Source: an optimization exercise on an open RTL-to-GDS flow (aim: small area). Production flows keep margins and buffers that such runs may drop.
Where RTL was checked, it was by simulation tests only, not by an equivalence proof against the original.
Power is estimated from default activity; no workload was simulated.

== the reference run ==
// somfy_remote
module somfy_remote (
    input  wire        CLK,
    input  wire        RST_N,
    input  wire        CFG_RESET_ON_START,
    input  wire        REQ_VALID,
    input  wire [7:0]  REQ_LEN,
    input  wire [7:0]  REQ_DATA,
    input  wire [2:0]  REQ_SEL,
    output wire        REQ_READY,
    output wire [1:0]  MODE,
    output wire        BUSY,
    output wire        ONLINE,
    output wire        OUT_VALID,
    output wire [1:0]  OUT_KIND,
    output wire [2:0]  OUT_CODE,
    output wire [3:0]  OUT_BTN,
    output wire [23:0] OUT_IDENT,
    output wire [7:0]  OUT_CHAR,
    output wire        ACK_VALID,
    output wire [23:0] ACK_IDENT,
    output wire [7:0]  ACK_CHAR,
    output wire [2:0]  NVM_ADDR,
    output wire        NVM_RE,
    output wire        NVM_WE,
    output wire [32:0] NVM_WDATA,
    input  wire [32:0] NVM_RDATA,
    input  wire        NVM_DONE,
    input  wire        NVM_OK,
    output wire        RADIO_TX_REQ,
    input  wire        RADIO_TX_OK,
    output wire        RADIO_STBY_REQ,
    input  wire        RADIO_READY,
    output wire        LINE
);
For scale: roughly 0.0040 mm² of cells after synthesis.
Settings: LEC_CHECK=0, CAP_MARGIN=20, CORE_MARGIN=2, CORE_UTILIZATION=75, SLEW_MARGIN=20; clock period 10.0 ns.
standard.sh (not shown) runs the stock make flow with config.mk's settings and CLKGATE_MAP_FILE= SYNTH_SCRIPT=/design/flow/synth_recipe.tcl, a recipe that flattens the netlist after the stock synthesis.
==> flow/flow/run.sh <==
#!/bin/bash
# The standard layout (standard.sh), with:
#  - synthesis: ABC maps for area (flow/synth.tcl, flow/area.abc);
#  - port buffers of the smallest buffer cell;
#  - a clock tree of small buffers without dummy loads.
set -euo pipefail
export FLOW_WORK="$PWD"
export AREA_ABC_SCRIPT="$PWD/flow/area.abc"
bash standard.sh \
  "SYNTH_SCRIPT=$PWD/flow/synth.tcl" \
  "BUFFER_PORTS_ARGS=-buffer_cell sky130_fd_sc_hd__buf_1" \
  "CTS_ARGS=-sink_clustering_enable -repair_clock_nets -dont_use_dummy_load -buf_list {sky130_fd_sc_hd__clkbuf_8}" \
  finish > standard_flow.log 2>&1
==> flow/flow/area.abc <==
&get -n
&st
&syn2
&dch -f
&nf -R 1000 -p
&put
mfs2
strash
&get -n
&st
&dch -f
&nf -R 1000 -p
&put
topo
==> flow/flow/synth.tcl <==
# The standard synthesis (synth_recipe.tcl), with ABC's technology mapping
# run on an area-oriented script (flow/area.abc) in place of ORFS's speed
# script. Flip-flop mapping and register names are unchanged.
proc abc {args} {
  set i [lsearch -exact $args -script]
  if { $i >= 0 } {
    set args [lreplace $args [expr {$i + 1}] [expr {$i + 1}] $::env(AREA_ABC_SCRIPT)]
  }
  yosys abc {*}$args
}
source $::env(FLOW_WORK)/synth_recipe.tcl
### the reference run -> the trial run
diff --git a/flow/design.v b/flow/design.v
--- a/flow/design.v
+++ b/flow/design.v
@@ -46,23 +46,24 @@
                      S_SWSH   = 4'd11,
                      S_SWSL   = 4'd12,
                      S_DATA   = 4'd13,
                      S_SIL    = 4'd14,
                      S_WL2    = 4'd15;   
     reg [3:0]  st;
     reg        failed;       
     reg [2:0]  code;         
     reg [1:0]  dev;          
     reg [7:0]  rdata;        
     reg [31:0] ctr;          
-    wire [9:0] tmr = {code[2], ctr[31:23]};
+    reg        tmr9;
+    wire [9:0] tmr = {tmr9, ctr[31:23]};    
     wire [6:0] k = ctr[22:16];
     wire acc  = (code == 3'd0);
     wire init = (st[3:1] == 3'd0);
     reg [23:0] ident;
     always @(*) begin
         case (dev)
             2'd0: ident = 24'h184623;
             2'd1: ident = 24'hA5C3F0;
             2'd2: ident = 24'h000000;
             default: ident = 24'h7E0913;
         endcase
@@ -320,29 +321,35 @@
     wire w_ll = lo & i1 & ~i3;
     wire bj = (j2 == 2'd0) ? rdata[1] :                  
               (j2 == 2'd1) ? (rdata[2] & rdata[0]) :
               (j2 == 2'd2) ? (rdata[2] & ~rdata[0]) : (~rdata[2] & ~rdata[1]);
     wire fbit = kc ^ (i1 & bj) ^ (w_hh & nhh) ^ (w_hl & nhl) ^ (w_lh & nlh) ^ (w_ll & nll);
     reg [31:0] ctr_inc;
     reg        cy;
     integer    ii;
     always @(*) begin
         cy = 1'b1;
         for (ii = 0; ii < 32; ii = ii + 1) begin
-            if (ii == 16)
-                cy = cy | st[3];
             ctr_inc[ii] = ctr[ii] ^ cy;
             cy = cy & ctr[ii];
         end
     end
-    wire [6:0] k_inc = ctr_inc[22:16];
+    reg [6:0] k_inc;
+    reg       ky;
+    always @(*) begin
+        ky = 1'b1;
+        for (ii = 0; ii < 7; ii = ii + 1) begin
+            k_inc[ii] = k[ii] ^ ky;
+            ky = ky & k[ii];
+        end
+    end
     wire idle = (st == S_IDLE);
     assign REQ_READY      = idle;
     assign BUSY           = ~idle;
     assign MODE           = {failed, ~failed & ~init};
     assign ONLINE         = ~failed & ~init;
     assign OUT_VALID      = idle & (code != 3'd7);
     assign OUT_CODE       = code;
     assign OUT_KIND       = {|code, acc | code[2] | (code[1] & code[0])};
     assign OUT_BTN        = acc ? btn : 4'h0;
     assign OUT_IDENT      = ident;
     assign OUT_CHAR       = rdata;
@@ -356,46 +363,45 @@
     assign RADIO_TX_REQ   = (st == S_TXON);
     assign RADIO_STBY_REQ = (st == S_OFF);
     assign LINE           = (st == S_WH) | (st == S_SWSH) |
                             ((st == S_HWS) & ~k[2]) |
                             ((st == S_DATA) & ~(fbit ^ k[0]));
     wire seg   = st[3];
     wire tick  = ((tmr & 10'h2FF) == 10'h27B);    
     wire r455  = ((tmr & 10'h3DE) == 10'h1CE);    
     wire r605  = ((tmr & 10'h3CF) == 10'h0C5);    
     wire r70   = ((tmr & 10'h289) == 10'h209);    
     wire r335  = ((tmr & 10'h29F) == 10'h21D);    
-    wire first = (code[1:0] == 2'd0);
+    wire first = (code == 3'd0);
     reg  tdone;
     always @(*) begin
         case (st)
             S_WH:    tdone = (&{k[3], k[2], k[1]}) & r455;                   
             S_WL:    tdone = (&k) & tick;                                    
             S_WL2:   tdone = (&{k[3], k[1], k[0]}) & r605;                   
             S_HWS:   tdone = (first ? (&k[3:0])                              
                                     : (&{k[5], k[4], k[2], k[1], k[0]}))     
                              & tick;
             S_SWSH:  tdone = (&k[2:0]) & r70;                                
             S_SWSL:  tdone = tick;                                           
             S_DATA:  tdone = (&{k[6], k[5], k[3:0]}) & tick;                 
             default: tdone = (&{k[5], k[3:0]}) & r335;                       
         endcase
     end
     wire [9:0] tstep = {~tmr[8:0], ~(tmr[9] ^ tmr[6])};
     wire len1  = (REQ_LEN == 8'd1);
     wire cmdok = len1 & ((REQ_DATA == 8'h75) | (REQ_DATA == 8'h73) |
                          (REQ_DATA == 8'h64) | (REQ_DATA == 8'h70));
     wire go    = cmdok & ~REQ_SEL[2] & ~failed & RADIO_READY;
     always @(posedge CLK) begin
-        if (seg)
-            code[2] <= (tick || tdone) ? 1'b0 : tstep[9];
+        tmr9 <= (!seg || tick || tdone) ? 1'b0 : tstep[9];
         if (seg || st == S_TXON) begin
             ctr[31:23] <= (!seg || tick || tdone) ? 9'd0 : tstep[8:0];
             if (!seg || tdone)
                 ctr[22:16] <= 7'd0;
             else if (tick)
                 ctr[22:16] <= k_inc;
         end
         if (!RST_N) begin
             st     <= S_ILOAD;
             failed <= 1'b0;
             code   <= 3'd7;
@@ -445,23 +451,23 @@
                             code <= 3'd3;
                             dev  <= 2'd2;
                             st   <= S_FIN;
                         end
                     end
                 end
                 S_TXON: begin
                     if (!RADIO_TX_OK) begin
                         code <= 3'd4;
                         dev  <= 2'd2;
                         st   <= S_OFF;
-                    end else if (first) begin
+                    end else if (code == 3'd0) begin
                         st  <= S_WH;
                     end else begin
                         st  <= S_HWS;
                     end
                 end
                 S_OFF: begin
                     if (code[2]) begin
                         st <= S_FIN;
                     end else if (code[1]) begin
                         code <= 3'd0;
                         st   <= S_FIN;
==> comparison <==
Compared with the reference run, the trial run shows final non-filler cell area higher by 70 µm². The trial run ends up with lower maximum ir drop on the vdd rail than the reference run does. Going from the reference run to the trial run, die area rose by about 1.8%; post-route clock period utilization fell by 4.4 points; count of multi-input combinational gates rose by 20; relative contribution of sequential cells to total power rose by 3.0 points; time the worst path needs with I/O delays and setup fell by 0.44 ns. From the reference run to the trial run the numbers moved as follows: max-slew headroom at the worst pin shrank by 6.9 points; wire length now smaller; combinational group power now smaller. Looking at highest attainable clock frequency, the trial run sits about 5% above the reference run. Looking at total power, the trial run sits about 16% below the reference run. Compared with the reference run, the trial run shows a higher total placed instance area.
No functional check of the RTL was part of the trial run.

separate check: timing with driven ports:
The results above use ideal ports. As a check the final layouts listed here were re-extracted and re-timed, cells and wires unchanged. Step 1 sets driving cells, clkbuf_16 on the clock port and buf_2 on the other inputs (assumed; they add their load-dependent delay and slew). Step 2 moves the port delays by t, midway between the first and last clock arrival at a register: inputs arrive t later, outputs are due t later. That takes back most of the time a late clock gives input paths. a / b / c = no drivers / after step 1 / after step 2; a / b = the first two.
| run | t, ns | slack for setup (ns) | worst setup path at the end | slew at the worst register clock pin (ns) |
|---|---|---|---|---|
| the reference run | 0.331 | 0.992 / 0.962 / 1.293 | register to output | 0.10 / 0.10 |
| the trial run | 0.337 | 1.430 / 1.402 / 1.739 | register to output | 0.10 / 0.10 |
After both steps every run listed still meets setup and hold.
